From an optimization exercise on the open Yosys and OpenROAD flow, aimed at small area, a short achievable clock period and few clock cycles per item; shortcuts taken in it are not production practice. Power figures rest on the tool's default switching activity, not on a simulated workload.

==> flow/design.v <==
module inone_rx (
    input  wire        clk,
    input  wire        rst,           
    input  wire        cmd_valid,
    output wire        cmd_ready,
    input  wire [1:0]  cmd_op,
    input  wire [7:0]  cmd_byte,
    input  wire [31:0] now,           
    output wire        rearm,         
    output wire [5:0]  cursor,
    output wire        raw_ready,
    output wire        pkt_ready,
    output wire [2:0]  outcome,
    output wire [3:0]  lastlen,
    output wire [71:0] last_frame     
);
    localparam OP_APPEND = 2'd0;
    localparam OP_POLL   = 2'd1;
    localparam OP_GET    = 2'd2;
    localparam OC_OK     = 3'd1;
    localparam OC_MAN1   = 3'd2;
    localparam OC_FRM1   = 3'd3;
    localparam OC_LCLASS = 3'd4;
    localparam OC_MAN2   = 3'd5;
    localparam OC_FRM2   = 3'd6;
    localparam OC_CRC    = 3'd7;
    localparam [31:0] RESYNC_MS = 32'd600;
    localparam [7:0]  CRC_POLY  = 8'h8C;
    reg [5:0]  cursor_q;
    reg [31:0] lastact_q;
    reg        raw_ready_q;
    reg        pkt_ready_q;
    reg [2:0]  outcome_q;
    reg [3:0]  lastlen_q;
    reg [71:0] frame_q;
    reg        rearm_q;
    reg        wait_q;        
    reg [91:0] d;
    reg [15:0] e1;            
    reg [22:15] e2;           
    reg [4:0]  cnt;           
    reg [7:0]  crc;
    reg        done;
    reg        run;           
    assign cmd_ready  = ~wait_q;
    assign rearm      = rearm_q;
    assign cursor     = cursor_q;
    assign raw_ready  = raw_ready_q;
    assign pkt_ready  = pkt_ready_q;
    assign outcome    = outcome_q;
    assign lastlen    = lastlen_q;
    assign last_frame = frame_q;
    wire accept    = cmd_valid && !wait_q;
    wire do_append = accept && cmd_op == OP_APPEND;
    wire do_poll   = accept && cmd_op == OP_POLL;
    wire do_get    = accept && cmd_op == OP_GET;
    wire [3:0] bbit = {cmd_byte[1], cmd_byte[3], cmd_byte[5], cmd_byte[7]};
    wire [3:0] berr = {cmd_byte[1] ~^ cmd_byte[0], cmd_byte[3] ~^ cmd_byte[2],
                       cmd_byte[5] ~^ cmd_byte[4], cmd_byte[7] ~^ cmd_byte[6]};
    genvar k;
    generate
        for (k = 0; k < 23; k = k + 1) begin : g_store
            wire we = do_append && cursor_q == k;
            if (k == 0) begin : g_b0
                always @(posedge clk)
                    if (we) begin
                        d[3:2] <= bbit[3:2];
                        e1[0]  <= |berr[3:2];
                    end
            end else if (k < 15) begin : g_b1
                always @(posedge clk)
                    if (we) begin
                        d[4*k +: 4] <= bbit;
                        e1[k]       <= |berr;
                    end
            end else if (k == 15) begin : g_b15
                always @(posedge clk)
                    if (we) begin
                        d[63:60] <= bbit;
                        e1[15]   <= |berr[1:0];
                        e2[15]   <= |berr[3:2];
                    end
            end else begin : g_b2
                always @(posedge clk)
                    if (we) begin
                        d[4*k +: 4] <= bbit;
                        e2[k]       <= |berr;
                    end
            end
        end
    endgenerate
    wire [1:0] cls = {d[51], d[50]};              
    wire man1 = |e1;
    reg  frm1;
    reg  frm2;
    integer g;
    always @(*) begin
        frm1 = 1'b0;
        for (g = 0; g < 12; g = g + 1)
            if (!d[5*g + 2]) frm1 = 1'b1;
        frm2 = 1'b0;
        for (g = 0; g < 6; g = g + 1)
            if (!d[5*g + 62] && (cls[1] || (cls[0] && g < 2))) frm2 = 1'b1;
    end
    wire man2 = ((cls != 2'd0) && (|e2[17:15])) || (cls[1] && (|e2[22:18]));
    reg [2:0] oc;
    always @(*) begin
        if (man1)              oc = OC_MAN1;
        else if (frm1)         oc = OC_FRM1;
        else if (cls == 2'd3)  oc = OC_LCLASS;
        else if (man2)         oc = OC_MAN2;
        else if (frm2)         oc = OC_FRM2;
        else if (crc != 8'd0)  oc = OC_CRC;
        else                   oc = OC_OK;
    end
    wire ok = (oc == OC_OK);
    reg [71:0] fr;
    always @(*) begin
        for (g = 0; g < 18; g = g + 1)
            fr[4*g +: 4] = d[5*g + 3 +: 4];
        if (cls == 2'd0) fr[71:48] = 24'd0;
        if (cls != 2'd2) fr[71:56] = 16'd0;
    end
    wire [3:0] flen = cls[1] ? 4'd9 : cls[0] ? 4'd7 : 4'd6;
    reg  [3:0] nib;                               
    always @(posedge clk) nib <= fr[{cnt, 2'b00} +: 4];
    reg  [7:0] crc_nxt;
    integer q;
    always @(*) begin
        crc_nxt = crc;
        for (q = 0; q < 4; q = q + 1)
            crc_nxt = (crc_nxt >> 1) ^ ((crc_nxt[0] ^ nib[q]) ? CRC_POLY : 8'h00);
    end
    wire [4:0] last = cls[1] ? 5'd17 : cls[0] ? 5'd13 : 5'd11;
    wire restart = do_append && cursor_q <= 6'd22;
    always @(posedge clk) begin
        if (rst || restart) begin
            cnt  <= 5'd0;
            crc  <= 8'd0;
            run  <= 1'b0;
            done <= 1'b0;
        end else if (!done) begin
            cnt <= cnt + 5'd1;
            run <= 1'b1;
            if (run) crc <= crc_nxt;
            if (cnt == last + 5'd1) done <= 1'b1;
        end
    end
    function automatic le10;                      
        input [9:0] a, b;
        integer i;
        begin
            le10 = 1'b1;
            for (i = 0; i < 10; i = i + 1)
                le10 = (~a[i] & b[i]) | (~(a[i] ^ b[i]) & le10);
        end
    endfunction
    wire [9:0]  la_lo  = lastact_q[9:0];
    wire [21:0] la_hi  = lastact_q[31:10];
    wire [10:0] w_lo   = {1'b0, la_lo} + 11'd600;
    reg  [21:0] cy;
    integer ci;
    always @(*) begin
        cy[0] = 1'b1;
        for (ci = 1; ci < 22; ci = ci + 1)
            cy[ci] = cy[ci - 1] & la_hi[ci - 1];
    end
    wire [21:0] hx     = now[31:10] ^ la_hi;
    wire        bor    = !le10(la_lo, now[9:0]);           
    wire        le_w   = le10(now[9:0], w_lo[9:0]);
    wire        lo_ok  = bor ? (w_lo[10] && le_w) : (w_lo[10] || le_w);
    wire        hi_ok  = bor ? (hx == cy) : (hx == 22'd0);
    wire        recent = hi_ok && lo_ok;
    wire due    = (cursor_q != 6'd0) && !recent;
    wire commit = ((do_poll && raw_ready_q) || wait_q) && done;
    always @(posedge clk) begin
        if (do_append)
            lastact_q <= now;
    end
    always @(posedge clk) begin
        if (rst) begin
            cursor_q    <= 6'd0;
            raw_ready_q <= 1'b0;
            pkt_ready_q <= 1'b0;
            outcome_q   <= 3'd0;
            lastlen_q   <= 4'd0;
            frame_q     <= 72'd0;
            rearm_q     <= 1'b0;
            wait_q      <= 1'b0;
        end else begin
            rearm_q <= 1'b0;
            if (do_append) begin
                if (cursor_q == 6'd59) begin
                    cursor_q    <= 6'd0;
                    raw_ready_q <= 1'b1;
                    rearm_q     <= 1'b1;
                end else begin
                    cursor_q <= cursor_q + 6'd1;
                end
            end
            if (do_poll) begin
                if (due) begin
                    cursor_q <= 6'd0;
                    rearm_q  <= 1'b1;
                end
                if (raw_ready_q) begin
                    raw_ready_q <= 1'b0;
                    if (!done) wait_q <= 1'b1;
                end
            end
            if (do_get)
                pkt_ready_q <= 1'b0;
            if (commit) begin
                wait_q    <= 1'b0;
                outcome_q <= oc;
                if (ok) begin
                    frame_q     <= fr;
                    lastlen_q   <= flen;
                    pkt_ready_q <= 1'b1;
                end
            end
        end
    end
endmodule
==> flow/config.mk <==
export PLATFORM = sky130hd
export DESIGN_NAME = inone_rx
export DESIGN_NICKNAME = inone_rx
export VERILOG_FILES = /design/flow/design.v
export SDC_FILE = /design/flow/constraint.sdc
export NUM_CORES = 4
export LEC_CHECK = 0
export CAP_MARGIN = 20
export CORE_MARGIN = 2
export CORE_UTILIZATION = 40
export SLEW_MARGIN = 20
==> flow/constraint.sdc <==
create_clock -name core_clock -period 10.0 [get_ports {clk}]
set_input_delay 2.0000 -clock core_clock [delete_from_list [all_inputs] [get_ports {clk}]]
set_output_delay 2.0000 -clock core_clock [all_outputs]
set_load 0.01 [all_outputs]
standard.sh (not shown) runs the stock make flow with config.mk's settings and CLKGATE_MAP_FILE= SYNTH_SCRIPT=/design/flow/synth_recipe.tcl, a recipe that flattens the netlist after the stock synthesis.
==> flow/flow/run.sh <==
#!/bin/bash
# The standard layout (standard.sh), with the port buffers made as
# sky130_fd_sc_hd__buf_2 instead of the cell buffer_ports picks by itself.
set -euo pipefail
export BUFFER_PORTS_ARGS="-buffer_cell sky130_fd_sc_hd__buf_2"
bash standard.sh > standard.log 2>&1
Next try:
==> flow/run.sh (new file) <==
#!/bin/bash
# synth_recipe.tcl (not shown) runs the flow's synth.tcl, then flattens the netlist and writes it again
# the make line also repeats each setting of config.mk as NAME=value (left out here)
make -C /OpenROAD-flow-scripts/flow DESIGN_CONFIG=/design/flow/config.mk WORK_HOME=/design/flow/orfs CLKGATE_MAP_FILE= SYNTH_SCRIPT=/design/flow/synth_recipe.tcl finish
SETUP_SLACK_MARGIN = 5   (was unset)
removed: flow/flow/run.sh
removed: flow/standard.sh
Effect: Routed wire length went up by about 1.8%. Clock power climbs by about 4%. Maximum frequency shrinks by about 11%. Via count is higher by 0.86%. Critical path depth is unchanged. Non-clock buffer count is higher by 4. Register-to-register slack degrades by 100 ps. Power increases by about 2.2%. First-iteration DRC count came out lower by about 14%.
Next try:
==> flow/flow/run.sh (new file) <==
#!/bin/bash
# The standard layout (standard.sh), with the port buffers made as
# sky130_fd_sc_hd__buf_2 instead of the cell buffer_ports picks by itself.
set -euo pipefail
export BUFFER_PORTS_ARGS="-buffer_cell sky130_fd_sc_hd__buf_2"
export SETUP_SLACK_MARGIN=6.5
bash standard.sh > standard.log 2>&1
==> flow/standard.sh (new file) <==
#!/bin/bash
# synth_recipe.tcl (not shown) runs the flow's synth.tcl, then flattens the netlist and writes it again
# the make line also repeats each setting of config.mk as NAME=value (left out here)
make -C /OpenROAD-flow-scripts/flow DESIGN_CONFIG=/design/flow/config.mk WORK_HOME=/design/flow/orfs CLKGATE_MAP_FILE= SYNTH_SCRIPT=/design/flow/synth_recipe.tcl "${@:-finish}"
SETUP_SLACK_MARGIN = unset   (was 5)
removed: flow/run.sh
Effect: Synthesized cell count is unchanged. Die area stays the same. First-iteration DRC count is lower by roughly a tenth. Routed wire length rose by a few percent.
Next try:
==> flow/run.sh (new file) <==
#!/bin/bash
# synth_recipe.tcl (not shown) runs the flow's synth.tcl, then flattens the netlist and writes it again
# the make line also repeats each setting of config.mk as NAME=value (left out here)
make -C /OpenROAD-flow-scripts/flow DESIGN_CONFIG=/design/flow/config.mk WORK_HOME=/design/flow/orfs CLKGATE_MAP_FILE= SYNTH_SCRIPT=/design/flow/synth_recipe.tcl finish
removed: flow/flow/run.sh
removed: flow/standard.sh
Outcome:
- clock skew stays flat
- via count is lower slightly
- die area does not change
- first-iteration DRC count goes up by well over a third
No run of this note included a check of the RTL's function; only the layout flow was run.

-- separate check: timing with driven ports --
The results above use ideal ports. As a check the final layouts listed here were re-extracted and re-timed, cells and wires unchanged.
Step 1 sets driving cells, clkbuf_16 on the clock port and buf_2 on the other inputs (assumed; they add their load-dependent delay and slew).
Step 2, shift: input delay + t, output delay - t, t = (earliest + latest rising clock arrival at the registers) / 2. This alone moves slack from input paths to output paths.
Slacks: ideal ports / drivers / drivers and shift; pairs: ideal ports / drivers.
run	shift t [ns]	setup WS [ns]	worst setup path after step 2	worst register clock-pin slew, ns
the first run	0.571	5.982 / 6.001 / 5.430	input to register	0.06 / 0.06
the second run	0.575	5.494 / 5.512 / 4.937	input to register	0.06 / 0.06
the third run	0.569	6.342 / 6.352 / 5.783	input to register	0.07 / 0.07
the fourth run	0.573	5.623 / 5.636 / 5.063	input to register	0.06 / 0.06
After both steps every run listed still meets setup and hold. For the fourth run, which loses most, drivers alone change the setup slack by +0.013 ns; drivers and shift together by -0.560 ns.
